This is an optimization exercise on Yosys and OpenROAD, whose aim is small area, not a production implementation.
Function was checked by simulation only, so behaviour that the tests miss may differ from the original.
No driver is modelled on the clock port, so clock power and skew are understated where the tree is cut down; a real chip needs a root buffer or a tree.
Power figures rest on the tool's default switching activity, not on a simulated workload.

### flow/design.v
module ksih (
    input  wire        clk,
    input  wire        rst,           
    output wire [3:0]  col_o,         
    input  wire [3:0]  row_i,         
    output wire [4:0]  out_o,         
    output wire        out_we_o,      
    input  wire        edge_i,        
    output wire        irq_o,         
    input  wire        invoke_i,      
    output wire        ret_o,         
    output wire        busy_o,        
    input  wire        hcmd_valid_i,  
    input  wire [10:0] hcmd_i,        
    output wire [7:0]  hrdata_o       
);
    reg [3:0] s_q;
    reg [3:0] col_q;
    reg [4:0] out_q;
    reg       ier_q;
    reg       isr_q;
    reg [7:0] hrdata_q;
    wire idle   = (s_q == 4'd0 || s_q == 4'd1 || s_q == 4'd2);
    wire hv     = idle && hcmd_valid_i && !invoke_i;
    wire [2:0] op  = hcmd_i[10:8];
    wire       a0  = hcmd_i[0];
    wire s_out  = (s_q == 4'd12 || s_q == 4'd13 || s_q == 4'd14 || s_q == 4'd15);
    wire s_outm = (s_q == 4'd11);
    wire s_col1 = (s_q == 4'd6);
    wire s_coln = (s_q == 4'd5 || s_q == 4'd7);
    wire s_dis  = (s_q == 4'd8);
    wire s_en   = (s_q == 4'd10);
    wire s_clr  = (s_q == 4'd9);
    wire [3:0] rl  = ~row_i;
    wire       hit = (rl == 4'b0001) | (rl == 4'b0010) | (rl == 4'b0100) | (rl == 4'b1000);
    wire rc1 = rl[2] | rl[3];
    wire rc0 = rl[1] | rl[3];
    wire [1:0] rr = {s_q[1], s_q[0]};
    wire cc1 = !col_q[2] | !col_q[3];
    wire cc0 = !col_q[0] | !col_q[3];
    reg [3:0] code;
    always @(*) begin
        case ({rr, cc1, cc0})
            4'd0: code = 4'hE;
            4'd1: code = 4'hD;
            4'd2: code = 4'hF;
            4'd3: code = 4'h0;
            4'd4: code = 4'h9;
            4'd5: code = 4'hC;
            4'd6: code = 4'h8;
            4'd7: code = 4'h7;
            4'd8: code = 4'h6;
            4'd9: code = 4'hB;
            4'd10: code = 4'h5;
            4'd11: code = 4'h4;
            4'd12: code = 4'h3;
            4'd13: code = 4'hA;
            4'd14: code = 4'h2;
            default: code = 4'h1;
        endcase
    end
    reg [3:0] s_d;
    always @(*) begin
        case (s_q)
            4'd8: s_d = 4'd3;
            4'd3: s_d = isr_q ? 4'd6 : 4'd2;
            4'd6, 4'd7, 4'd5: s_d = 4'd4;
            4'd4: s_d = hit ? (4'd12 | ({3'b000, rc1} << 1) | ({3'b000, rc0} << 0)) :
                          col_q[3] ? 4'd7 : 4'd11;
            4'd12, 4'd13, 4'd14, 4'd15, 4'd11: s_d = 4'd9;
            4'd9: s_d = 4'd10;
            4'd10: s_d = 4'd2;
            default: s_d = invoke_i ? 4'd8 : (hv && op == 3'd2) ? 4'd1 : 4'd0;
        endcase
    end
    always @(posedge clk) begin
        if (rst) begin
            s_q      <= 4'd0;
            col_q    <= 4'b1111;
            ier_q    <= 1'b0;
            isr_q    <= 1'b0;
            hrdata_q <= 8'h00;
        end else begin
            s_q <= s_d;
            if (s_col1)
                col_q <= 4'b1110;
            else if (s_coln)
                col_q <= {col_q[2:0], 1'b1};   
            else if (hv && op == 3'd0)
                col_q <= hcmd_i[3:0];
            if (s_dis || (hv && op == 3'd4 && a0))
                ier_q <= 1'b0;
            else if (s_en || (hv && op == 3'd6 && a0))
                ier_q <= 1'b1;
            isr_q <= edge_i | (isr_q & ~(s_clr || (hv && op == 3'd5 && a0)));
            if (hv && op == 3'd1)
                hrdata_q <= {row_i, col_q};
            else if (hv && op == 3'd3)
                hrdata_q <= {7'b0, isr_q};
        end
    end
    always @(posedge clk) begin
        if (rst)
            ;
        else if (s_out)
            out_q <= {1'b0, code};
        else if (s_outm)
            out_q <= 5'h10;
        else if (hv && op == 3'd2)
            out_q <= hcmd_i[4:0];
    end
    assign col_o    = col_q;
    assign out_o    = out_q;
    assign out_we_o = (s_q == 4'd1 || s_q == 4'd9);
    assign irq_o    = ier_q & isr_q;
    assign ret_o    = (s_q == 4'd2);
    assign busy_o   = !idle;
    assign hrdata_o = hrdata_q;
endmodule
### flow/flow/run.sh
#!/bin/bash
# Own layout flow on top of the standard flow (standard.sh):
#  1. the standard synthesis, unchanged;
#  2. its combinational logic re-mapped for area by Yosys/ABC (four ABC
#     seeds in parallel, the smallest result kept); every register stays the
#     same cell instance with the same name;
#  3. the standard layout, with a buf_1 buffer on every port and the clock
#     tree cut down to a single buffer (flow/onebuf.tcl, after CTS).
# Each tool writes its full output to a log file in this folder.
set -euo pipefail
W=$(pwd)
R=$W/orfs/results/$FLOW_PLATFORM/ksih/base
LIB=$FLOW_HOME/platforms/sky130hd/lib/sky130_fd_sc_hd__tt_025C_1v80.lib

bash standard.sh synth > synth.log 2>&1
cp $R/1_2_yosys.v $W/standard_synth.v

for S in 0 1 2 3; do
  sed "s/@SEED@/$S/" $W/flow/remap.abc > $W/remap_$S.abc
  cat > $W/remap_$S.ys <<EOS
read_liberty -ignore_miss_func $LIB
read_verilog $W/standard_synth.v
hierarchy -top $FLOW_TOP
blackbox sky130_fd_sc_hd__dfxtp_1 sky130_fd_sc_hd__edfxtp_1
flatten
rename -hide w:*.*
opt_clean -purge
abc -liberty $LIB -dont_use *lpflow* -dont_use *probe* -script $W/remap_$S.abc
setundef -zero
hilomap -singleton -hicell sky130_fd_sc_hd__conb_1 HI -locell sky130_fd_sc_hd__conb_1 LO
opt_clean -purge
rename -enumerate -pattern rmp_%
tee -o $W/remap_$S.txt stat -liberty $LIB
write_verilog -noattr -noexpr -nohex -nodec $W/remapped_$S.v
EOS
  ${YOSYS_EXE:-yosys} -s $W/remap_$S.ys > remap_$S.log 2>&1 &
done
wait
best=""; barea=""
for S in 0 1 2 3; do
  a=$(awk '/Chip area/ {print $NF}' $W/remap_$S.txt)
  echo "seed $S: $a" >> remap_choice.log
  if [[ -z "$best" ]] || awk -v a="$a" -v b="$barea" 'BEGIN{exit !(a < b)}'; then best=$S; barea=$a; fi
done
echo "kept seed $best ($barea)" >> remap_choice.log
cp $W/remapped_$best.v $R/1_2_yosys.v

bash standard.sh \
  "POST_CTS_TCL=$W/flow/onebuf.tcl" \
  "BUFFER_PORTS_ARGS=-buffer_cell sky130_fd_sc_hd__buf_1" \
  "CTS_ARGS=-sink_clustering_enable -repair_clock_nets -dont_use_dummy_load -buf_list sky130_fd_sc_hd__clkbuf_8" \
  finish > layout.log 2>&1
### flow/flow/remap.abc
strash
&get -n
&deepsyn -T 60 -S @SEED@
&dch -f
&nf -R 1000 -p -a
&put
### flow/flow/onebuf.tcl
# POST_CTS hook: the clock tree of this small design needs only one buffer.
# Move every sink of the leaf clock buffers onto the root buffer's net,
# remove the leaf buffers, and size the root buffer.
set blk [ord::get_db_block]
set root ""
foreach inst [$blk getInsts] {
  set oterm [$inst findITerm X]
  if { $oterm == "NULL" } { continue }
  set ia [$inst findITerm A]
  if { $ia == "NULL" } { continue }
  set in [$ia getNet]
  if { $in != "NULL" && [$in getName] == "clk" && [string match "clkbuf_*" [$inst getName]] } { set root $inst }
}
set rnet [[$root findITerm X] getNet]
set leaves {}
foreach it [$rnet getITerms] {
  set inst [$it getInst]
  if { $inst != $root && [string match "clkbuf_*" [$inst getName]] } { lappend leaves $inst }
}
foreach leaf $leaves {
  set lnet [[$leaf findITerm X] getNet]
  foreach it [$lnet getITerms] {
    if { [$it getInst] != $leaf } { $it disconnect; $it connect $rnet }
  }
  odb::dbInst_destroy $leaf
  odb::dbNet_destroy $lnet
}
set cell sky130_fd_sc_hd__clkbuf_16
if { [info exists ::env(ONEBUF_CELL)] } { set cell $::env(ONEBUF_CELL) }
set m [[ord::get_db] findMaster $cell]
$root swapMaster $m
puts "onebuf: [$root getName] now $cell, removed [llength $leaves] leaf buffers"
detailed_placement
estimate_parasitics -placement
### flow/standard.sh
#!/bin/bash
# synth_recipe.tcl (not shown) runs the flow's synth.tcl, then flattens the netlist and writes it again
# the make line also repeats each setting of config.mk as NAME=value (left out here)
make -C /OpenROAD-flow-scripts/flow DESIGN_CONFIG=/design/flow/config.mk WORK_HOME=/design/flow/orfs CLKGATE_MAP_FILE= SYNTH_SCRIPT=/design/flow/synth_recipe.tcl "${@:-finish}"
### flow/config.mk
export PLATFORM = sky130hd
export DESIGN_NAME = ksih
export DESIGN_NICKNAME = ksih
export VERILOG_FILES = /design/flow/design.v
export SDC_FILE = /design/flow/constraint.sdc
export NUM_CORES = 4
export LEC_CHECK = 0
export CAP_MARGIN = 20
export CORE_MARGIN = 2
export CORE_UTILIZATION = 30
export SLEW_MARGIN = 20
### flow/constraint.sdc
create_clock -name core_clock -period 10.0 [get_ports {clk}]
set_input_delay 2.0000 -clock core_clock [delete_from_list [all_inputs] [get_ports {clk}]]
set_output_delay 2.0000 -clock core_clock [all_outputs]
set_load 0.01 [all_outputs]
==> results of run 1 <==
[through the flow]
| step | util | area (um^2) | instances | power, mW | worst slack, ns |
|---|---|---|---|---|---|
| floorplan | - | 1050 | 116 | 0.117 | 6.57 |
| global placement | 0.372 | 1240 | 199 | 0.127 | 6.19 |
| detailed placement | 0.374 | 1250 | 200 | 0.127 | 6.14 |
| global route | 0.381 | 1270 | 201 | 0.176 | 6.06 |
| finish | 0.381 | 1270 | 201 | 0.166 | 6.25 |
[critical path, delay by kind of cell]
family / cells / cell delay, ns
AOI/OAI and AO/OA: 2 / 0.41
and+or+nand+nor: 4 / 1.29
buffers and inverters: 1 / 0.10
[routing by layer]
metal / part of all wire / track usage
met2: 0.48 / 0.247
met1: 0.43 / 0.222
met4: 0.0073 / 0.0333
met3: 0.080 / 0.0196
met5: 0 / 0
[worst paths after layout]
kind	to	slack, ns	cells past startpoint
setup reg to reg	s_q[0]$_SDFF_PP0_	7.26	8
hold / removal	hrdata_q[4]$_SDFFE_PP0P_	0.49	1
setup / recovery	s_q[0]$_SDFF_PP0_	6.25	7
hold reg to reg	hrdata_q[4]$_SDFFE_PP0P_	0.49	1
[placed cells by master (no fill, tap or decap), drive strengths merged, types with 4 or more instances in the layout]
master	instances
o21ai	4
a31oi	5
nand2	11
o22ai	5
nand2b	5
edfxtp	5
nor2	17
buf	38
a22o	8
a21oi	11
dfxtp	18
[state kept, by name (all words and copies together), names as in the netlist]
signal    count
col_q         4
hrdata_q      8
ier_q         1
isr_q         1
out_q         5
s_q           4
[final cells by class]
class | count | area [um^2] | share of cell area
Sequential cell | 23 | 510 | 0.401
Inverter | 2 | 7.51 | 0.00590
Tap cell | 46 | 57.6 | 0.0452
Timing Repair Buffer | 38 | 144 | 0.113
Clock buffer | 1 | 25.0 | 0.0197
Multi-Input combinational cell | 91 | 528 | 0.415
[where the power goes]
part | switching, mW | total, mW | internal [mW] | leakage, nW
Sequential | 0.00440 | 0.102 | 0.0978 | 0.192
Clock | 0.0219 | 0.0401 | 0.0183 | 0.0123
Combinational | 0.0142 | 0.0235 | 0.00928 | 0.240
Total | 0.0405 | 0.166 | 0.125 | 0.445
==> impl_metrics.json, run 1 <==
{
  "worstMarginPinSlew_ns": 0.695,
  "nFillCells": 371,
  "portBuffers": 37,
  "setup_violations": 0,
  "fin_hold_ws_ns": 0.492,
  "worst_ep_required_time_ns": 10.05,
  "synthToLayoutAreaGrowth_pct": 21.7,
  "drc_errors": 0,
  "endpoint_kind": "flop",
  "nets": 177,
  "rows": 21,
  "grt_max_degree": 24,
  "tns_ns": 0,
  "fmax_mhz": 267,
  "cpPeakStageDelay_ns": 0.54,
  "overflow": 0,
  "clock_latency_ns": 0.15,
  "clk_pin_slew_ns": 0.09,
  "grt_pass1_vias": 952,
  "max_slew_margin": 0.537,
  "cpMaxStageDelayCell": "nor4b_1",
  "grt_first_pass_wirelength_um": 4420,
  "core_um2": 3340,
  "diodes": 0,
  "pwr_density_cell_nw_per_um2": 130,
  "max_cap_violations": 0,
  "via_count": 1090,
  "first_iter_violations": 100,
  "die_x_um": 63.1,
  "hpwl_um": 2050,
  "initial_core_util": 0.313,
  "fp.dieH_um": 63.1,
  "first_pass_iters": 8,
  "crit_path_cell_trace": "buf_1 -> nor4b_1 -> nand2b_1 -> or3_1 -> nand2_1 -> a21oi_1 -> a21o_1",
  "worstHoldPathType": "reg -> reg",
  "ios": 41,
  "yosysWarnings": 1,
  "fin_skew_ns": 0.00303,
  "routed_wl_um": 2720,
  "syn_nets": 136,
  "hp-start": "hrdata_q[4]$_SDFFE_PP0P_",
  "p_leak_nw": 0.445,
  "r2r_start": "s_q[2]$_SDFF_PP0_",
  "gr-usage-all-layers": 0.154,
  "final-hold-violation-count": 0,
  "status": "no timing/DRC/antenna violations",
  "finalCritPeriodShare": 0.375,
  "worst-setup-path-type": "in -> reg",
  "ir_drop_mv": 0.0512,
  "clock_sinks": 23,
  "critPathArrivalTime_ns": 3.81,
  "vias_per_cell": 5.42,
  "antenna_found_initial": 0,
  "wl_per_cell_um": 13.5,
  "drive_above_1_share": 0.0129,
  "period_needed_ns": 3.75,
  "syn_area_um2": 1050,
  "startpoint_type": "input port",
  "rsz0062_at_grt": "no",
  "synth_area_per_cell_um2": 9.02,
  "die_area_um2": 3980,
  "slew_violations": 0,
  "cp-startpoint": "invoke_i",
  "syn_inst": 116,
  "crit_path_max_fanout": 6,
  "antenna_left": 0,
  "place_congestion": 0.811
}
==> inputs of run 2 (changes only) <==
--- a/flow/flow/run.sh
+++ b/flow/flow/run.sh
@@ -5,7 +5,8 @@
 #     seeds in parallel, the smallest result kept); every register stays the
 #     same cell instance with the same name;
 #  3. the standard layout, with a buf_1 buffer on every port and the clock
-#     tree cut down to a single buffer (flow/onebuf.tcl, after CTS).
+#     tree's root buffer removed, its two leaf buffers driven by the clock
+#     port (flow/noroot.tcl, after CTS).
 # Each tool writes its full output to a log file in this folder.
 set -euo pipefail
 W=$(pwd)
@@ -46,7 +47,7 @@
 cp $W/remapped_$best.v $R/1_2_yosys.v
 
 bash standard.sh \
-  "POST_CTS_TCL=$W/flow/onebuf.tcl" \
+  "POST_CTS_TCL=$W/flow/noroot.tcl" \
   "BUFFER_PORTS_ARGS=-buffer_cell sky130_fd_sc_hd__buf_1" \
   "CTS_ARGS=-sink_clustering_enable -repair_clock_nets -dont_use_dummy_load -buf_list sky130_fd_sc_hd__clkbuf_8" \
   finish > layout.log 2>&1
==> flow/flow/noroot.tcl (new file) <==
# POST_CTS hook: this small design's clock tree needs no root buffer.
# Drive the leaf clock buffers straight from the clock port (two cell pins
# on the port), remove the root buffer, and size the leaf buffers.
set blk [ord::get_db_block]
set cnet [$blk findNet clk]
set root ""
foreach it [$cnet getITerms] {
  set inst [$it getInst]
  if { [string match "clkbuf_*" [$inst getName]] } { set root $inst }
}
set rnet [[$root findITerm X] getNet]
set leaves {}
foreach it [$rnet getITerms] {
  set inst [$it getInst]
  if { $inst != $root } { lappend leaves $inst }
}
foreach leaf $leaves {
  if { ![string match "clkbuf_*" [$leaf getName]] } { error "noroot: unexpected sink [$leaf getName] of the root clock buffer" }
}
foreach leaf $leaves {
  set it [$leaf findITerm A]
  $it disconnect
  $it connect $cnet
}
odb::dbInst_destroy $root
odb::dbNet_destroy $rnet
set cell sky130_fd_sc_hd__clkbuf_4
if { [info exists ::env(LEAF_CELL)] } { set cell $::env(LEAF_CELL) }
set m [[ord::get_db] findMaster $cell]
foreach leaf $leaves { $leaf swapMaster $m }
puts "noroot: removed the root clock buffer, [llength $leaves] leaf buffers now $cell"
detailed_placement
estimate_parasitics -placement
removed: flow/flow/onebuf.tcl
==> run 2 against run 1 <==
Net effect:
- cell count increased by 0.50%
- global-route usage decreased by 1.8 points
- total power decreased by 4.8%
- via count decreased by 1.2%
- largest cell class unchanged
- highest routed layer unchanged
- non-clock buffer count unchanged
- sequential power about the same
- hold slack improved by 0.0077 ns
- fmax increased by 2.4%
- register-to-register slack improved by 0.05 ns
- combinational power about the same
- still clean
- critical path depth unchanged
==> impl_metrics.json, run 2 <==
{
  "max_cap_violations": 0,
  "endpoint": "s_q[0]$_SDFF_PP0_",
  "fmax_mhz": 273,
  "r2r_start": "s_q[2]$_SDFF_PP0_",
  "worst-setup-path-type": "in -> reg",
  "antenna_left": 0,
  "fin_skew_ns": 0.00403,
  "worst_ep_required_time_ns": 10.08,
  "syn_nets": 136,
  "syn_inst": 116,
  "critical_path_cell_count": 7,
  "overflow": 0,
  "dpl-instance-area_um2": 1250,
  "first_pass_iters": 4,
  "final_cells": 202,
  "path_buf_inv": 1,
  "post-route-util": 0.378,
  "synthToLayoutAreaGrowth_pct": 20.7,
  "antenna_found_initial": 0,
  "ir_drop_mv": 0.0415,
  "regMostFlops": "hrdata_q",
  "p_leak_nw": 0.441,
  "p_sw_mw": 0.0411,
  "power_mw": 0.158,
  "nFillCells": 371,
  "first_iter_violations": 66,
  "hpwl_um": 2050,
  "seqPwrFrac": 0.648,
  "grt_pass1_vias": 966,
  "synth_area_per_cell_um2": 9.02,
  "pwr_density_cell_nw_per_um2": 125,
  "routed_wl_um": 2680,
  "dp_cells": 200,
  "worstMarginPinSlew_ns": 0.651,
  "top_regs": "hrdata_q: 8 flops, out_q: 5 flops",
  "rsz0062_at_grt": "no",
  "cpPeakStageDelay_ns": 0.51,
  "die_x_um": 63.1,
  "r2r_slack_ns": 7.31,
  "core_um2": 3340,
  "slew_violations": 0,
  "via_count": 1077,
  "endpoint_kind": "flop",
  "multi_input_area_um2": 528,
  "crit_path_cell_trace": "buf_1 -> nor4b_1 -> nand2b_1 -> or3_1 -> nand2_1 -> a21oi_1 -> a21o_1",
  "power_frac_clock": 0.203,
  "final_common_cell": "buf_1",
  "worst-r2r-cell-count": 8,
  "ios": 41,
  "largest_reg_flops": 8,
  "fp.dieH_um": 63.1,
  "finalCritPeriodShare": 0.366,
  "grt_first_pass_wirelength_um": 4420,
  "startpoint_type": "input port",
  "initial_core_util": 0.313,
  "die_area_um2": 3980,
  "portBuffers": 37,
  "cpMaxStageDelayCell": "nor4b_1",
  "period_needed_ns": 3.66,
  "worstHoldPathType": "reg -> reg",
  "status": "no timing/DRC/antenna violations",
  "clk_pin_slew_ns": 0.12,
  "clock_sinks": 23,
  "rr_endpoint": "s_q[0]$_SDFF_PP0_",
  "p_comb_frac": 0.149,
  "stdcell_area_um2": 1260,
  "critPathArrivalTime_ns": 3.75,
  "final-hold-violation-count": 0,
  "rows": 21,
  "diodes": 0,
  "tns_ns": 0,
  "drc_errors": 0,
  "syn_area_um2": 1050,
  "final_cell_mix": "buf_1 (37), dfxtp_1 (18), nor2_1 (17), nand2_1 (11), a21oi_1 (11)",
  "vias_per_cell": 5.33,
  "drive_above_1_share": 0.0192,
  "final-seq-area_um2": 510,
  "cp-startpoint": "invoke_i",
  "crit_family": "simple AND/OR/NAND/NOR gates",
  "wl_per_cell_um": 13.3,
  "max_slew_margin": 0.566,
  "p_int_mw": 0.117,
  "fin_hold_ws_ns": 0.499,
  "yosysWarnings": 1,
  "crit_path_max_fanout": 6,
  "clock_latency_ns": 0.17,
  "place_congestion": 0.811,
  "setup_violations": 0,
  "nets": 178,
  "grt_max_degree": 18,
  "gr-usage-all-layers": 0.137,
  "fin_ws_ns": 6.34,
  "switching_share": 0.261,
  "pre_cts_slack_ns": 6.14
}
## run 2: layout make-up
| cell class | instances | area share |
|---|---|---|
| timing repair buffer | 38 | 0.114 |
| tap | 46 | 0.0456 |
| multi-input combinational | 91 | 0.418 |
| clock buffer | 2 | 0.0119 |
| sequential | 23 | 0.404 |
| inverter | 2 | 0.00595 |
## run 2: worst min path at each step
stage | startpoint | to | cells after the start
after floorplan | isr_q$_SDFF_PP0_ | isr_q$_SDFF_PP0_ | 2
after global placement | hrdata_q[4]$_SDFFE_PP0P_ | hrdata_q[4]$_SDFFE_PP0P_ | 1
after detailed placement | hrdata_q[5]$_SDFFE_PP0P_ | hrdata_q[5]$_SDFFE_PP0P_ | 1
after global routing | hrdata_q[2]$_SDFFE_PP0P_ | hrdata_q[2]$_SDFFE_PP0P_ | 1
final | hrdata_q[4]$_SDFFE_PP0P_ | hrdata_q[4]$_SDFFE_PP0P_ | 1
## run 2: power by group through the flow
stage | sequential [mW] | combinational (mW) | clock (mW)
3_5_place_dp | 0.104 | 0.0231 | 0
3_3_place_gp | 0.104 | 0.0227 | 0
6_report | 0.102 | 0.0234 | 0.0321
5_1_grt | 0.103 | 0.0262 | 0.0380
2_1_floorplan | 0.104 | 0.0138 | 0
## run 2: layer usage
layer | track usage | up-vias | wire, um
met5 | 0 | - | 0
met4 | 0.0417 | 0 | 27
met3 | 0.0232 | 3 | 114
met2 | 0.225 | 33 | 1250
met1 | 0.183 | 508 | 1290
li1 | - | 533 | -
==> inputs of run 3 (changes only) <==
==> flow/flow/run.sh (replaced) <==
#!/bin/bash
# Own layout flow on top of the standard flow (standard.sh):
#  1. the standard synthesis, unchanged;
#  2. its combinational logic re-mapped for area by Yosys/ABC in two passes
#     (each pass runs four ABC seeds in parallel; the smallest result is
#     kept); every register stays the same cell instance with the same name;
#  3. the standard layout, with a buf_1 buffer on every port and the clock
#     tree's root buffer removed, its two leaf buffers driven by the clock
#     port (flow/noroot.tcl, after CTS).
# Each tool writes its full output to a log file in this folder.
set -euo pipefail
W=$(pwd)
R=$W/orfs/results/$FLOW_PLATFORM/ksih/base
LIB=$FLOW_HOME/platforms/sky130hd/lib/sky130_fd_sc_hd__tt_025C_1v80.lib

bash standard.sh synth > synth.log 2>&1
cp $R/1_2_yosys.v $W/standard_synth.v

# remap IN TAG: four ABC seeds in parallel on netlist IN; sets best/barea
remap() {
  local in=$1 tag=$2 S a
  for S in 0 1 2 3; do
    sed "s/@SEED@/$S/" $W/flow/remap.abc > $W/remap_${tag}_$S.abc
    cat > $W/remap_${tag}_$S.ys <<EOS
read_liberty -ignore_miss_func $LIB
read_verilog $in
hierarchy -top $FLOW_TOP
blackbox sky130_fd_sc_hd__dfxtp_1 sky130_fd_sc_hd__edfxtp_1
flatten
rename -hide w:*.*
opt_clean -purge
abc -liberty $LIB -dont_use *lpflow* -dont_use *probe* -script $W/remap_${tag}_$S.abc
setundef -zero
hilomap -singleton -hicell sky130_fd_sc_hd__conb_1 HI -locell sky130_fd_sc_hd__conb_1 LO
opt_clean -purge
rename -enumerate -pattern rmp_${tag}_%
tee -o $W/remap_${tag}_$S.txt stat -liberty $LIB
write_verilog -noattr -noexpr -nohex -nodec $W/remapped_${tag}_$S.v
EOS
    ${YOSYS_EXE:-yosys} -s $W/remap_${tag}_$S.ys > remap_${tag}_$S.log 2>&1 &
  done
  wait
  for S in 0 1 2 3; do
    a=$(awk '/Chip area/ {print $NF}' $W/remap_${tag}_$S.txt)
    echo "pass $tag seed $S: $a" >> remap_choice.log
    if [[ -z "$best" ]] || awk -v a="$a" -v b="$barea" 'BEGIN{exit !(a < b)}'; then best=${tag}_$S; barea=$a; fi
  done
}
best=""; barea=""
remap $W/standard_synth.v p1
remap $W/remapped_$best.v p2
echo "kept $best ($barea)" >> remap_choice.log
cp $W/remapped_$best.v $R/1_2_yosys.v

bash standard.sh \
  "POST_CTS_TCL=$W/flow/noroot.tcl" \
  "BUFFER_PORTS_ARGS=-buffer_cell sky130_fd_sc_hd__buf_1" \
  "CTS_ARGS=-sink_clustering_enable -repair_clock_nets -dont_use_dummy_load -buf_list sky130_fd_sc_hd__clkbuf_8" \
  finish > layout.log 2>&1
--- a/flow/flow/noroot.tcl
+++ b/flow/flow/noroot.tcl
@@ -31,3 +31,19 @@
 puts "noroot: removed the root clock buffer, [llength $leaves] leaf buffers now $cell"
 detailed_placement
 estimate_parasitics -placement
+set big [[ord::get_db] findMaster sky130_fd_sc_hd__clkbuf_8]
+foreach leaf $leaves {
+  set mx 0
+  foreach it [[[$leaf findITerm X] getNet] getITerms] {
+    if { [$it getInst] == $leaf } { continue }
+    set s [get_property [get_pins [[$it getInst] getName]/[[$it getMTerm] getName]] slew_max]
+    if { $s > $mx } { set mx $s }
+  }
+  puts "noroot: [$leaf getName] worst sink slew $mx"
+  if { $mx > 0.115 } {
+    $leaf swapMaster $big
+    puts "noroot: [$leaf getName] upsized to sky130_fd_sc_hd__clkbuf_8"
+  }
+}
+detailed_placement
+estimate_parasitics -placement
--- a/flow/config.mk
+++ b/flow/config.mk
@@ -8,4 +8,5 @@
 export CAP_MARGIN = 20
 export CORE_MARGIN = 2
 export CORE_UTILIZATION = 30
+export PLACE_DENSITY = 0.9
 export SLEW_MARGIN = 20
==> run 3 against run 2 <==
Net effect:
- still clean
- sequential power hardly changed
- final area up 0.40%
- critical path depth shrank 3
- register-to-register slack improved by 0.36 ns
- die area decreased by 0.35%
- sequential share of layout area fell by 0.16 points
- non-clock buffer count did not move
- fmax is 4.8% higher
- clock power grew 18%
- area after synthesis shrank 0.36%
- critical path type is now reg -> out
- critical endpoint is now ret_o
- highest routed layer is now met3
==> impl_metrics.json, run 3 <==
{
  "status": "no timing/DRC/antenna violations",
  "synth_area_per_cell_um2": 8.76,
  "gr-usage-all-layers": 0.133,
  "fp.dieH_um": 62.9,
  "tns_ns": 0,
  "max_slew_margin": 0.631,
  "regMostFlops": "hrdata_q",
  "final_common_cell": "buf_1",
  "pwr_density_cell_nw_per_um2": 130,
  "hp-start": "hrdata_q[2]$_SDFFE_PP0P_",
  "period_needed_ns": 3.50,
  "power_mw": 0.164,
  "fin_skew_ns": 0.0271,
  "dp_cells": 203,
  "via_count": 1043,
  "fmax_mhz": 286,
  "grt_first_pass_wirelength_um": 4200,
  "vias_per_cell": 5.09,
  "ir_drop_mv": 0.0695,
  "drive_above_1_share": 0.0189,
  "die_x_um": 62.9,
  "overflow": 0,
  "rsz0062_at_grt": "no",
  "cpMaxStageDelayCell": "dfxtp_1",
  "ios": 41,
  "slew_violations": 0,
  "clk_pin_slew_ns": 0.11,
  "cp-startpoint": "s_q[2]$_SDFF_PP0_",
  "critPathArrivalTime_ns": 1.50,
  "nets": 181,
  "r2r_start": "s_q[2]$_SDFF_PP0_",
  "antenna_left": 0,
  "wl_per_cell_um": 12.3,
  "first_iter_violations": 49,
  "fin_hold_ws_ns": 0.482,
  "finalCritPeriodShare": 0.350,
  "syn_inst": 119,
  "final_cell_mix": "buf_1 (37), nor2_1 (19), dfxtp_1 (18), nand2_1 (18)",
  "final_cells": 205,
  "antenna_found_initial": 0,
  "crit_path_cell_trace": "a21oi_1 -> nand2_1 -> nor2_1 -> buf_1",
  "crit_path_max_fanout": 14,
  "routed_wl_um": 2530,
  "grt_pass1_vias": 892,
  "drc_errors": 0,
  "clock_latency_ns": 0.17,
  "syn_nets": 139,
  "diodes": 0,
  "rows": 21,
  "syn_area_um2": 1040,
  "setup_violations": 0,
  "grt_max_degree": 15,
  "first_pass_iters": 4,
  "worstMarginPinSlew_ns": 0.551,
  "p_leak_nw": 0.439,
  "largest_reg_flops": 8,
  "final-hold-violation-count": 0,
  "max_cap_violations": 0,
  "endpoint_kind": "output pin",
  "place_congestion": 0.886,
  "hpwl_um": 1930,
  "worstHoldPathType": "reg -> reg",
  "synthToLayoutAreaGrowth_pct": 21.6,
  "cpPeakStageDelay_ns": 0.46,
  "portBuffers": 37,
  "initial_core_util": 0.312,
  "clock_sinks": 23,
  "top_regs": "hrdata_q: 8 flops, out_q: 5 flops",
  "die_area_um2": 3960,
  "yosysWarnings": 1,
  "worst-setup-path-type": "reg -> out",
  "worst_ep_required_time_ns": 8.00,
  "core_um2": 3340,
  "startpoint_type": "flop"
}
-- run 3: through the flow --
| stage | setup slack (ns) | util | instance area [um^2] |
|---|---|---|---|
| detailed placement | 6.55 | 0.373 | 1250 |
| floorplan | 6.81 | - | 1040 |
| finish | 6.50 | 0.380 | 1270 |
| global route | 6.35 | 0.380 | 1270 |
| global placement | 6.57 | 0.373 | 1250 |
-- run 3: worst paths after layout --
kind | end | slack (ns) | cells past startpoint
worst max-delay path | ret_o | 6.50 | 4
worst min-delay path | hrdata_q[2]$_SDFFE_PP0P_ | 0.48 | 1
worst max register to register | out_q[1]$_DFFE_PP_ | 7.67 | 6
worst min register to register | hrdata_q[2]$_SDFFE_PP0P_ | 0.48 | 1
-- run 3: worst max-delay path: cells and delay by family (launching register included) --
family	cells	cell delay [ns]
and+or+nand+nor	2	0.32
buffers and inverters	1	0.16
DFF	1	0.46
AOI/OAI and AO/OA	1	0.39
-- run 3: power by group --
part           internal, mW  switching, mW
clock network        0.0140         0.0240
logic               0.00942         0.0153
registers            0.0978        0.00364
-- run 3: layout make-up --
type	count	area, um^2
Timing Repair Buffer	38	146
Multi-Input combinational cell	93	520
Clock buffer	2	21.3
Inverter	3	11.3
Fill cell	370	2070
Sequential cell	23	510
Tap cell	46	57.6
-- run 3: metal layers --
| metal | wire [um] | GRT usage | up-vias |
|---|---|---|---|
| met1 | 1270 | 0.194 | 466 |
| met3 | 205 | 0.0288 | 0 |
| li1 | - | - | 529 |
| met2 | 1060 | 0.197 | 48 |
| met5 | 0 | 0 | - |
| met4 | 0 | 0.0333 | 0 |
==> inputs of run 4 (changes only) <==
--- a/flow/flow/run.sh
+++ b/flow/flow/run.sh
@@ -1,9 +1,6 @@
 #!/bin/bash
 # Own layout flow on top of the standard flow (standard.sh):
 #  1. the standard synthesis, unchanged;
-#  2. its combinational logic re-mapped for area by Yosys/ABC in two passes
-#     (each pass runs four ABC seeds in parallel; the smallest result is
-#     kept); every register stays the same cell instance with the same name;
 #  3. the standard layout, with a buf_1 buffer on every port and the clock
 #     tree's root buffer removed, its two leaf buffers driven by the clock
 #     port (flow/noroot.tcl, after CTS).
@@ -16,11 +13,12 @@
 bash standard.sh synth > synth.log 2>&1
 cp $R/1_2_yosys.v $W/standard_synth.v
 
-# remap IN TAG: four ABC seeds in parallel on netlist IN; sets best/barea
+# remap IN TAG SCRIPT: four ABC seeds of SCRIPT in parallel on netlist IN;
+# keeps the smallest result so far in best/barea
 remap() {
-  local in=$1 tag=$2 S a
+  local in=$1 tag=$2 script=$3 S a
   for S in 0 1 2 3; do
-    sed "s/@SEED@/$S/" $W/flow/remap.abc > $W/remap_${tag}_$S.abc
+    sed "s/@SEED@/$S/" $W/flow/$script > $W/remap_${tag}_$S.abc
     cat > $W/remap_${tag}_$S.ys <<EOS
 read_liberty -ignore_miss_func $LIB
 read_verilog $in
@@ -47,8 +45,9 @@
   done
 }
 best=""; barea=""
-remap $W/standard_synth.v p1
-remap $W/remapped_$best.v p2
+remap $W/standard_synth.v p1 remap.abc
+remap $W/standard_synth.v p2 remap_b.abc
+remap $W/remapped_$best.v p3 remap.abc
 echo "kept $best ($barea)" >> remap_choice.log
 cp $W/remapped_$best.v $R/1_2_yosys.v
 
==> flow/flow/remap_b.abc (new file) <==
strash
&get -n
&deepsyn -T 60 -S @SEED@
&put
dc2
dc2
&get -n
&dch -f
&nf -R 1000 -p -a
&put
--- a/flow/config.mk
+++ b/flow/config.mk
@@ -8,5 +8,4 @@
 export CAP_MARGIN = 20
 export CORE_MARGIN = 2
 export CORE_UTILIZATION = 30
-export PLACE_DENSITY = 0.9
 export SLEW_MARGIN = 20
==> run 4 against run 3 <==
Net effect:
- routed wire length increased by 4.1%
- first-iteration DRC count fell by 4.1%
- critical path depth up 4
- final area decreased by 0.69%
- sequential share of layout area rose by 0.28 points
- clock-buffer cell count unchanged
- combinational power fell by 6%
- global-route usage up 0.31 points
- sequential power hardly changed
- fmax is 6.0% lower
==> impl_metrics.json, run 4 <==
{
  "die_x_um": 62.8,
  "die_area_um2": 3940,
  "p_leak_nw": 0.433,
  "core_um2": 3340,
  "vias_per_cell": 5.26,
  "clk_pin_slew_ns": 0.08,
  "stdcell_area_um2": 1260,
  "via_count": 1079,
  "tns_ns": 0,
  "rsz0062_at_grt": "no",
  "synth_area_per_cell_um2": 8.72,
  "grt_max_degree": 16,
  "grt_first_pass_wirelength_um": 4420,
  "startpoint_type": "input port",
  "post-route-util": 0.377,
  "final_common_cell": "buf_1",
  "slew_violations": 0,
  "fin_hold_ws_ns": 0.492,
  "largest_reg_flops": 8,
  "top_regs": "hrdata_q: 8 flops, out_q: 5 flops",
  "antenna_left": 0,
  "yosysWarnings": 1,
  "drc_errors": 0,
  "clock_sinks": 23,
  "fin_skew_ns": 0.0240,
  "nets": 181,
  "syn_inst": 119,
  "setup_violations": 0,
  "synthToLayoutAreaGrowth_pct": 21.4,
  "drive_above_1_share": 0.0126,
  "regMostFlops": "hrdata_q",
  "hpwl_um": 2050,
  "routed_wl_um": 2630,
  "grt_pass1_vias": 986,
  "final_cell_mix": "buf_1 (38), nor2_1 (19), dfxtp_1 (18), nand2_1 (14), a21oi_1 (11)",
  "final-hold-violation-count": 0,
  "initial_core_util": 0.311,
  "first_iter_violations": 47,
  "first_pass_iters": 4,
  "antenna_found_initial": 0,
  "overflow": 0,
  "rows": 21,
  "max_slew_margin": 0.513,
  "pwr_density_cell_nw_per_um2": 128,
  "crit_path_max_fanout": 6,
  "clock_latency_ns": 0.16,
  "worst-setup-path-type": "in -> reg",
  "worstMarginPinSlew_ns": 0.725,
  "ir_drop_mv": 0.0469,
  "fp.dieH_um": 62.8,
  "syn_nets": 139,
  "diodes": 0,
  "fmax_mhz": 269,
  "worstHoldPathType": "reg -> reg",
  "wl_per_cell_um": 12.8,
  "finalCritPeriodShare": 0.372,
  "status": "no timing/DRC/antenna violations",
  "ios": 41,
  "portBuffers": 37,
  "endpoint_kind": "flop",
  "worst_ep_required_time_ns": 10.04,
  "critPathArrivalTime_ns": 3.76,
  "max_cap_violations": 0,
  "dpl-instance-area_um2": 1240,
  "syn_area_um2": 1040,
  "place_congestion": 0.816,
  "gr-usage-all-layers": 0.136,
  "period_needed_ns": 3.72
}
==> run 4: cell count changes in the layout (fill, tap and decap cells not counted), sizes merged, moves of 2 or more <==
cell / before / now
o21ai: 5 / 3
nor3: 2 / 4
a21oi: 7 / 11
nand2: 18 / 14
or3: 2 / 4
o21a: 2 / 0
a31oi: 3 / 5
nand2b: 3 / 0
==> run 4: final timing paths <==
path / to / slack [ns] / start / depth (start not counted)
max: s_q[0]$_SDFF_PP0_ / 6.28 / hcmd_valid_i / 8
min: hrdata_q[4]$_SDFFE_PP0P_ / 0.49 / hrdata_q[4]$_SDFFE_PP0P_ / 1
max reg2reg: s_q[0]$_SDFF_PP0_ / 7.40 / s_q[2]$_SDFF_PP0_ / 8
min reg2reg: hrdata_q[4]$_SDFFE_PP0P_ / 0.49 / hrdata_q[4]$_SDFFE_PP0P_ / 1
==> run 4: layout make-up <==
| cell class | instances | area, um^2 |
|---|---|---|
| sequential | 23 | 510 |
| timing repair buffer | 38 | 143 |
| inverter | 4 | 15.0 |
| tap | 46 | 57.6 |
| clock buffer | 2 | 21.3 |
| fill | 373 | 2080 |
| multi-input combinational | 92 | 512 |
==> run 4: layer usage <==
metal	global-route usage	up-vias	wire length (um)
met5	0	-	0
met4	0.0333	0	14
met3	0.0270	2	157
met2	0.226	38	1240
met1	0.180	510	1220
li1	-	529	-
==> run 4: power by group <==
group          leakage (nW)  switching [mW]  total [mW]  internal, mW
registers             0.192         0.00414       0.102        0.0978
logic                 0.230          0.0142      0.0233       0.00913
clock network        0.0118          0.0220      0.0360        0.0140
total                 0.433          0.0403       0.161         0.121
==> run 4: critical path, stage by stage <==
cell and delay [ns]:
buf_1 0.08, nand3_1 0.10, or3_1 0.36, or2_0 0.23
or3_1 0.38, nand2_1 0.20, a21oi_1 0.19, a21o_1 0.22
==> run 4: metrics by stage <==
| stage | cells | power [mW] | setup slack, ns |
|---|---|---|---|
| floorplan | 119 | 0.118 | 6.46 |
| global placement | 202 | 0.127 | 6.18 |
| detailed placement | 203 | 0.127 | 6.12 |
| global route | 205 | 0.172 | 6.15 |
| finish | 205 | 0.161 | 6.28 |
==> inputs of run 5 (changes only) <==
--- a/flow/config.mk
+++ b/flow/config.mk
@@ -5,7 +5,8 @@
 export SDC_FILE = /design/flow/constraint.sdc
 export NUM_CORES = 4
 export LEC_CHECK = 0
-export CAP_MARGIN = 20
+export CAP_MARGIN = 5
 export CORE_MARGIN = 2
 export CORE_UTILIZATION = 30
-export SLEW_MARGIN = 20
+export GPL_TIMING_DRIVEN = 0
+export SLEW_MARGIN = 5
==> run 5 against run 4 <==
Net effect:
- still clean on timing, DRC and antenna
- sequential share of layout area grew 0.12 points
- final area shrank 0.30%
- sequential cell count is the same
- combinational power is essentially flat
- clock power grew 1%
- sequential power is essentially flat
- via count shrank 1.1%
- cell count shrank 0.49%
- critical endpoint unchanged
- largest cell class unchanged
==> impl_metrics.json, run 5 <==
{
  "dpl-instance-area_um2": 1230,
  "final-hold-violation-count": 0,
  "critPathArrivalTime_ns": 3.76,
  "worst-setup-path-type": "in -> reg",
  "via_count": 1067,
  "route.met2.wl_um": 1230,
  "syn_area_um2": 1040,
  "syn_nets": 139,
  "rsz0062_at_grt": "no",
  "portBuffers": 37,
  "antenna_left": 0,
  "die_area_um2": 3940,
  "period_needed_ns": 3.72,
  "place_congestion": 0.828,
  "syn_inst": 119,
  "worstMarginPinSlew_ns": 1.20,
  "pwr_density_cell_nw_per_um2": 129,
  "clock_sinks": 23,
  "ios": 41,
  "final_cell_mix": "buf_1 (37), nor2_1 (19), dfxtp_1 (18), nand2_1 (14), a21oi_1 (11)",
  "fin_skew_ns": 0.0169,
  "gr-usage-all-layers": 0.135,
  "die_x_um": 62.8,
  "drt-met1-wl_um": 1210,
  "clk_pin_slew_ns": 0.08,
  "diodes": 0,
  "drive_above_1_share": 0.0127,
  "vias_per_cell": 5.23,
  "startpoint_type": "input port",
  "hpwl_um": 2010,
  "slew_violations": 0,
  "worst_ep_required_time_ns": 10.05,
  "grt_max_degree": 16,
  "synth_area_per_cell_um2": 8.72,
  "routed_wl_um": 2620,
  "endpoint_kind": "flop",
  "first_pass_iters": 4,
  "wl_per_cell_um": 12.8,
  "worstHoldPathType": "reg -> reg",
  "status": "no timing/DRC/antenna violations",
  "nFillCells": 389,
  "crit_path_max_fanout": 6,
  "clock_latency_ns": 0.16,
  "p_leak_nw": 0.432,
  "grt_pass1_vias": 968,
  "drc_errors": 0,
  "tns_ns": 0,
  "antenna_found_initial": 0,
  "core_um2": 3340,
  "first_iter_violations": 21,
  "finalCritPeriodShare": 0.372,
  "max_slew_margin": 0.194,
  "initial_core_util": 0.311,
  "top_layer": "met4",
  "ir_drop_mv": 0.0453,
  "regMostFlops": "hrdata_q",
  "fp.dieH_um": 62.8,
  "rows": 21,
  "top_regs": "hrdata_q: 8 flops, out_q: 5 flops",
  "fmax_mhz": 269,
  "final_common_cell": "buf_1",
  "wl_met3_um": 158,
  "synthToLayoutAreaGrowth_pct": 21.0,
  "overflow": 0,
  "nets": 180,
  "stdcell_area_um2": 1250,
  "yosysWarnings": 1,
  "grt_first_pass_wirelength_um": 4380,
  "setup_violations": 0,
  "max_cap_violations": 0,
  "largest_reg_flops": 8
}
==> run 5: layout make-up <==
cell class,instances,area (um^2),share of cell area
sequential,23,510,0.407
multi-input combinational,92,512,0.408
tap,46,57.6,0.0459
inverter,4,15.0,0.0120
timing repair buffer,37,139,0.111
clock buffer,2,21.3,0.0169
==> run 5: path summary, 6_finish.rpt <==
path | slack (ns) | start | endpoint | depth (start not counted)
setup / recovery | 6.28 | hcmd_valid_i | s_q[0]$_SDFF_PP0_ | 8
hold / removal | 0.49 | hrdata_q[2]$_SDFFE_PP0P_ | hrdata_q[2]$_SDFFE_PP0P_ | 1
setup reg to reg | 7.42 | s_q[2]$_SDFF_PP0_ | s_q[0]$_SDFF_PP0_ | 8
hold reg to reg | 0.49 | hrdata_q[2]$_SDFFE_PP0P_ | hrdata_q[2]$_SDFFE_PP0P_ | 1
==> run 5: layer usage <==
metal  up-vias  track usage
li1        531            -
met1       496        0.182
met2        38        0.220
met3         2       0.0288
met4         0       0.0333
met5         -            0
==> run 5: power breakdown <==
group          internal, mW  leakage, nW  switching, mW
clock                0.0140       0.0118         0.0225
combinational       0.00911        0.229         0.0142
sequential           0.0978        0.192        0.00438
==> run 5: per-stage QoR <==
stage | power [mW] | instances | setup slack [ns] | util | hold WS [ns]
2_1_floorplan | 0.118 | 119 | 6.46 | - | 0.499
3_3_place_gp | 0.127 | 202 | 6.17 | 0.370 | 0.463
3_5_place_dp | 0.127 | 202 | 6.12 | 0.370 | 0.465
5_1_grt | 0.172 | 204 | 6.18 | 0.376 | 0.522
6_report | 0.162 | 204 | 6.28 | 0.376 | 0.490
==> run 5: worst max-delay path, stage by stage <==
cell and delay [ns]:
buf_1 0.08, nand3_1 0.10, or3_1 0.36, or2_0 0.23, or3_1 0.39, nand2_1 0.21, a21oi_1 0.19, a21o_1 0.22
==> inputs of run 6 (changes only) <==
--- a/flow/design.v
+++ b/flow/design.v
@@ -99,16 +99,12 @@
                 hrdata_q <= {7'b0, isr_q};
         end
     end
-    always @(posedge clk) begin
-        if (rst)
-            ;
-        else if (s_out)
-            out_q <= {1'b0, code};
-        else if (s_outm)
-            out_q <= 5'h10;
-        else if (hv && op == 3'd2)
-            out_q <= hcmd_i[4:0];
-    end
+    wire       out_wr   = hv && op == 3'd2;
+    wire       out_hold = rst || !(s_out || s_outm || out_wr);
+    wire [4:0] out_new  = ({5{s_out}} & {1'b0, code}) | ({5{s_outm}} & 5'h10) |
+                          ({5{out_wr}} & hcmd_i[4:0]);
+    always @(posedge clk)
+        out_q <= ({5{!rst}} & out_new) | ({5{out_hold}} & out_q);
     assign col_o    = col_q;
     assign out_o    = out_q;
     assign out_we_o = (s_q == 4'd1 || s_q == 4'd9);
==> run 6 against run 5 <==
Net effect:
- combinational power rose by 31%
- highest routed layer unchanged
- largest power group unchanged
- critical path type unchanged
- cell count fell by 0.98%
- synthesized cell count shrank 1.7%
- worst setup slack worse by 0.66 ns
- core utilization rose by 0.18 points
==> impl_metrics.json, run 6 <==
{
  "status": "no timing/DRC/antenna violations",
  "endpoint": "out_q[2]$_DFF_P_",
  "final_cell_mix": "buf_1 (37), dfxtp_1 (23), nor2_1 (13), nand2_1 (10), a21oi_1 (8)",
  "place_congestion": 0.856,
  "drive_above_1_share": 0.0128,
  "fp.dieH_um": 62.2,
  "startpoint_type": "input port",
  "clk_pin_slew_ns": 0.09,
  "finalCritPeriodShare": 0.438,
  "grt_first_pass_wirelength_um": 4610,
  "max_slew_margin": 0.234,
  "antenna_left": 0,
  "synth_area_per_cell_um2": 8.69,
  "initial_core_util": 0.310,
  "r2r_slack_ns": 7.36,
  "grt_max_degree": 14,
  "nets": 178,
  "vias_per_cell": 5.42,
  "drt-met1-wl_um": 1210,
  "fmax_mhz": 228,
  "yosysWarnings": 1,
  "largest_reg_flops": 8,
  "die_x_um": 62.2,
  "max_cap_violations": 0,
  "overflow": 0,
  "gr-usage-all-layers": 0.144,
  "final-hold-violation-count": 0,
  "p_leak_nw": 0.420,
  "worst-setup-path-type": "in -> reg",
  "nFillCells": 370,
  "hpwl_um": 2160,
  "first_pass_iters": 4,
  "rows": 21,
  "final_common_cell": "buf_1",
  "ir_drop_mv": 0.0404,
  "endpoint_kind": "flop",
  "grt_pass1_vias": 980,
  "multi_input_area_um2": 534,
  "tns_ns": 0,
  "ios": 41,
  "setup_violations": 0,
  "worst_ep_required_time_ns": 10.04,
  "antenna_found_initial": 0,
  "via_count": 1094,
  "pwr_density_cell_nw_per_um2": 144,
  "r2r_start": "s_q[0]$_SDFF_PP0_",
  "crit_path_max_fanout": 9,
  "syn_area_um2": 1020,
  "die_area_um2": 3870,
  "portBuffers": 37,
  "period_needed_ns": 4.38,
  "syn_inst": 117,
  "core_um2": 3280,
  "rsz0062_at_grt": "no",
  "worst-r2r-cell-count": 7,
  "slew_violations": 0,
  "rr_endpoint": "s_q[0]$_SDFF_PP0_",
  "worstMarginPinSlew_ns": 1.14,
  "power_mw": 0.178,
  "regMostFlops": "hrdata_q",
  "cp-startpoint": "rst",
  "clock_latency_ns": 0.15,
  "worstHoldPathType": "reg -> reg",
  "top_layer": "met4",
  "final-seq-area_um2": 460,
  "syn_nets": 137,
  "diodes": 0,
  "clock_sinks": 23,
  "drc_errors": 0,
  "wl_met3_um": 213,
  "fin_skew_ns": 0.0142,
  "wl_per_cell_um": 13.4,
  "routed_wl_um": 2710,
  "synthToLayoutAreaGrowth_pct": 22.0,
  "top_regs": "hrdata_q: 8 flops, out_q: 5 flops",
  "first_iter_violations": 68,
  "critPathArrivalTime_ns": 4.42,
  "route.met2.wl_um": 1260
}
[run 6: cell types whose count changed in the layout (fill, tap and decap cells not counted), sizes merged, moves of 3 or more]
cell / before / now
a21oi: 11 / 8
a221o: 0 / 4
dfxtp: 18 / 23
edfxtp: 5 / 0
nand2: 14 / 10
nor2: 19 / 13
nor3b: 0 / 3
o21ai: 3 / 7
or3: 4 / 0
[run 6: worst max-delay path, cell delays in order]
cell	delay [ns]
buf_1	0.30
clkinv_1	0.23
nand2_1	0.17
nor2_1	0.08
a21oi_1	0.26
nand2_1	0.16
nor3_1	0.59
nor2_1	0.27
a221o_1	0.35
[run 6: worst min path at each step]
stage	start	to	depth (start not counted)
finish	out_q[4]$_DFF_P_	out_q[4]$_DFF_P_	2
global route	out_q[4]$_DFF_P_	out_q[4]$_DFF_P_	2
global placement	hrdata_q[0]$_SDFFE_PP0P_	hrdata_q[0]$_SDFFE_PP0P_	2
floorplan	out_q[4]$_DFF_P_	out_q[4]$_DFF_P_	2
detailed placement	out_q[4]$_DFF_P_	out_q[4]$_DFF_P_	2
[run 6: report_power, final]
part	internal, mW	leakage, nW	switching (mW)	total, mW
Sequential	0.0995	0.188	0.00609	0.106
Clock	0.0183	0.0144	0.0240	0.0423
Combinational	0.0126	0.217	0.0179	0.0305
[run 6: routing by layer]
metal	GRT usage	vias to the layer above
li1	-	538
met1	0.198	507
met2	0.234	47
met3	0.0236	2
met4	0.0417	0
met5	0	-
[run 6: stage by stage]
stage | cells | setup WS, ns | hold WS [ns] | area, um^2 | utilization
after floorplan | 117 | 6.42 | 0.462 | 1020 | -
after global placement | 200 | 5.50 | 0.428 | 1210 | 0.370
after detailed placement | 200 | 5.48 | 0.449 | 1210 | 0.370
after global routing | 202 | 5.33 | 0.476 | 1240 | 0.378
final | 202 | 5.62 | 0.452 | 1240 | 0.378
[run 6: cell type report]
type,instances,area share
clock buffer,2,0.0222
multi-input combinational,88,0.430
tap,46,0.0464
timing repair buffer,37,0.112
sequential,23,0.371
inverter,6,0.0181
==> inputs of run 7 (changes only) <==
--- a/flow/flow/run.sh
+++ b/flow/flow/run.sh
@@ -3,7 +3,8 @@
 #  1. the standard synthesis, unchanged;
 #  3. the standard layout, with a buf_1 buffer on every port and the clock
 #     tree's root buffer removed, its two leaf buffers driven by the clock
-#     port (flow/noroot.tcl, after CTS).
+#     port, or one clkbuf_16 if both would be too slow (flow/noroot.tcl,
+#     after CTS).
 # Each tool writes its full output to a log file in this folder.
 set -euo pipefail
 W=$(pwd)
@@ -48,6 +49,7 @@
 remap $W/standard_synth.v p1 remap.abc
 remap $W/standard_synth.v p2 remap_b.abc
 remap $W/remapped_$best.v p3 remap.abc
+remap $W/remapped_$best.v p4 remap_b.abc
 echo "kept $best ($barea)" >> remap_choice.log
 cp $W/remapped_$best.v $R/1_2_yosys.v
 
--- a/flow/flow/noroot.tcl
+++ b/flow/flow/noroot.tcl
@@ -31,16 +31,37 @@
 puts "noroot: removed the root clock buffer, [llength $leaves] leaf buffers now $cell"
 detailed_placement
 estimate_parasitics -placement
-set big [[ord::get_db] findMaster sky130_fd_sc_hd__clkbuf_8]
-foreach leaf $leaves {
+proc leaf_slew { leaf } {
   set mx 0
   foreach it [[[$leaf findITerm X] getNet] getITerms] {
     if { [$it getInst] == $leaf } { continue }
     set s [get_property [get_pins [[$it getInst] getName]/[[$it getMTerm] getName]] slew_max]
     if { $s > $mx } { set mx $s }
   }
+  return $mx
+}
+set slow {}
+foreach leaf $leaves {
+  set mx [leaf_slew $leaf]
   puts "noroot: [$leaf getName] worst sink slew $mx"
-  if { $mx > 0.115 } {
+  if { $mx > 0.120 } { lappend slow $leaf }
+}
+if { [llength $slow] > 0 && [llength $slow] == [llength $leaves] } {
+  set keep [lindex $leaves 0]
+  set knet [[$keep findITerm X] getNet]
+  foreach leaf [lrange $leaves 1 end] {
+    set lnet [[$leaf findITerm X] getNet]
+    foreach it [$lnet getITerms] {
+      if { [$it getInst] != $leaf } { $it disconnect; $it connect $knet }
+    }
+    odb::dbInst_destroy $leaf
+    odb::dbNet_destroy $lnet
+  }
+  $keep swapMaster [[ord::get_db] findMaster sky130_fd_sc_hd__clkbuf_16]
+  puts "noroot: all leaves slow; [$keep getName] is now one clkbuf_16 driving every sink"
+} else {
+  set big [[ord::get_db] findMaster sky130_fd_sc_hd__clkbuf_8]
+  foreach leaf $slow {
     $leaf swapMaster $big
     puts "noroot: [$leaf getName] upsized to sky130_fd_sc_hd__clkbuf_8"
   }
==> run 7 against run 6 <==
Net effect:
- cell count did not move
- synthesized cell count did not move
- non-clock buffer count did not move
- clock-buffer cell count did not move
- sequential power barely moved
- clock power fell by 9.5%
- worst setup slack improved by 0.0038 ns
- combinational power barely moved
- area after synthesis did not move
- hold slack barely moved
- clock skew rose by 0.0065 ns
- sequential share of layout area rose by 0.19 points
- largest power group unchanged
==> impl_metrics.json, run 7 <==
{
  "rows": 21,
  "drc_errors": 0,
  "synthToLayoutAreaGrowth_pct": 21.4,
  "tns_ns": 0,
  "largest_reg_flops": 8,
  "period_needed_ns": 4.38,
  "worstMarginPinSlew_ns": 1.14,
  "slew_violations": 0,
  "grt_max_degree": 14,
  "clk_pin_slew_ns": 0.09,
  "hold_end": "out_q[4]$_DFF_P_",
  "setup_violations": 0,
  "fin_skew_ns": 0.0207,
  "rsz0062_at_grt": "no",
  "die_x_um": 62.2,
  "syn_nets": 137,
  "nets": 178,
  "hp-start": "out_q[4]$_DFF_P_",
  "core_um2": 3280,
  "r2r_start": "s_q[0]$_SDFF_PP0_",
  "p_leak_nw": 0.417,
  "nFillCells": 370,
  "critPathArrivalTime_ns": 4.42,
  "fp.dieH_um": 62.2,
  "grtUsageMet2": 0.234,
  "grt_pass1_vias": 980,
  "max_cap_violations": 0,
  "drive_above_1_share": 0.0128,
  "endpoint_kind": "flop",
  "status": "no timing/DRC/antenna violations",
  "yosysWarnings": 1,
  "vias_per_cell": 5.44,
  "fin_hold_ws_ns": 0.452,
  "use_met3": 0.0236,
  "pre_cts_slack_ns": 5.48,
  "fin_ws_ns": 5.62,
  "final_cell_mix": "buf_1 (37), dfxtp_1 (23), nor2_1 (13), nand2_1 (10), a21oi_1 (8)",
  "ir_drop_mv": 0.0404,
  "portBuffers": 37,
  "globalRouteMet1Util": 0.198,
  "startpoint_type": "input port",
  "worst_ep_required_time_ns": 10.04,
  "ios": 41,
  "max_slew_margin": 0.234,
  "regMostFlops": "hrdata_q",
  "final_common_cell": "buf_1",
  "fmax_mhz": 229,
  "antenna_found_initial": 0,
  "routed_wl_um": 2700,
  "finalCritPeriodShare": 0.438,
  "r2r_slack_ns": 7.32,
  "clock_latency_ns": 0.17,
  "die_area_um2": 3870,
  "syn_inst": 117,
  "top_regs": "hrdata_q: 8 flops, out_q: 5 flops",
  "place_congestion": 0.856,
  "via_count": 1098,
  "syn_area_um2": 1020,
  "crit_path_max_fanout": 9,
  "synth_area_per_cell_um2": 8.69,
  "hpwl_um": 2160,
  "grt_first_pass_wirelength_um": 4610,
  "first_iter_violations": 74,
  "clock_sinks": 23,
  "worst-setup-path-type": "in -> reg",
  "initial_core_util": 0.310,
  "worstHoldPathType": "reg -> reg",
  "final-hold-violation-count": 0,
  "first_pass_iters": 4,
  "wl_per_cell_um": 13.4,
  "rr_endpoint": "out_q[2]$_DFF_P_",
  "pwr_density_cell_nw_per_um2": 141,
  "cp-startpoint": "rst",
  "busiest_layer": "met2",
  "diodes": 0,
  "gr-usage-all-layers": 0.144,
  "holdPathStages": 2,
  "worst-r2r-cell-count": 7,
  "overflow": 0,
  "antenna_left": 0
}
[run 7: area by class of cell]
type                    instances  area, um^2  share of cell area
multi-input cells              88         534               0.433
flip-flops and latches         23         460               0.373
repair buffers                 37         139               0.112
well taps                      46        57.6              0.0466
inverters                       6        22.5              0.0182
clock buffers                   2        21.3              0.0172
[run 7: metrics by stage]
stage,power [mW],area (um^2),utilization,std cells
3_3_place_gp,0.137,1210,0.370,200
2_1_floorplan,0.125,1020,-,117
6_report,0.174,1230,0.376,202
5_1_grt,0.183,1230,0.376,202
3_5_place_dp,0.138,1210,0.370,200
[run 7: worst max-delay path by stage]
stage / cells past startpoint / end / slack, ns
2_1_floorplan: 8 / out_q[0]$_DFF_P_ / 6.42
3_3_place_gp: 9 / out_q[2]$_DFF_P_ / 5.50
3_5_place_dp: 9 / out_q[1]$_DFF_P_ / 5.48
5_1_grt: 9 / out_q[1]$_DFF_P_ / 5.33
6_report: 9 / out_q[2]$_DFF_P_ / 5.62
[run 7: power by group]
part / switching (mW) / internal (mW) / leakage (nW)
combinational: 0.0179 / 0.0126 / 0.217
clock: 0.0242 / 0.0140 / 0.0118
sequential: 0.00607 / 0.0995 / 0.188
[run 7: metal layers]
| metal | share of wire | vias to the layer above |
|---|---|---|
| met4 | 0.0078 | 0 |
| met5 | 0 | - |
| met1 | 0.44 | 506 |
| li1 | - | 539 |
| met3 | 0.082 | 2 |
| met2 | 0.47 | 51 |
[run 7: worst max-delay path, stage by stage]
cell and delay, ns:
buf_1 0.30, clkinv_1 0.23, nand2_1 0.16, nor2_1 0.08
a21oi_1 0.26, nand2_1 0.16, nor3_1 0.59, nor2_1 0.27
a221o_1 0.35

what the ideal ports hide:
The results above use ideal ports. As a check the final layouts listed here were re-extracted and re-timed, cells and wires unchanged. Step 1: set_driving_cell puts a clkbuf_16 on clk and a buf_2 on each other input, an assumption about the parent block. Step 2 moves the port delays by t, midway between the first and last clock arrival at a register: inputs arrive t later, outputs are due t later. That takes back most of the time a late clock gives input paths. Three values: ideal ports, drivers, drivers and shift; two values: the first two.
| run | t (ns) | slack for setup (ns) | hold slack, ns | latest minus earliest clock arrival (ns) | slew at the worst register clock pin (ns) |
|---|---|---|---|---|---|
| run 1 | 0.178 | 6.248 / 6.257 / 6.078 | 0.492 / 0.492 / 0.492 | 0.003 / 0.003 | 0.09 / 0.09 |
| run 2 | 0.198 | 6.337 / 6.344 / 6.146 | 0.499 / 0.499 / 0.499 | 0.004 / 0.004 | 0.12 / 0.12 |
| run 3 | 0.184 | 6.504 / 6.475 / 6.508 | 0.482 / 0.482 / 0.482 | 0.027 / 0.027 | 0.11 / 0.11 |
| run 4 | 0.178 | 6.282 / 6.286 / 6.108 | 0.492 / 0.492 / 0.492 | 0.024 / 0.024 | 0.10 / 0.10 |
| run 5 | 0.181 | 6.282 / 6.291 / 6.110 | 0.490 / 0.490 / 0.490 | 0.017 / 0.017 | 0.10 / 0.10 |
| run 6 | 0.170 | 5.620 / 5.624 / 5.453 | 0.452 / 0.452 / 0.452 | 0.015 / 0.015 | 0.09 / 0.09 |
| run 7 | 0.184 | 5.624 / 5.625 / 5.441 | 0.452 / 0.452 / 0.452 | 0.021 / 0.021 | 0.11 / 0.11 |
After both steps every run listed still meets setup and hold. The setup slack of run 2, which loses most, moves by +0.007 ns with the drivers and by -0.191 ns with both steps.
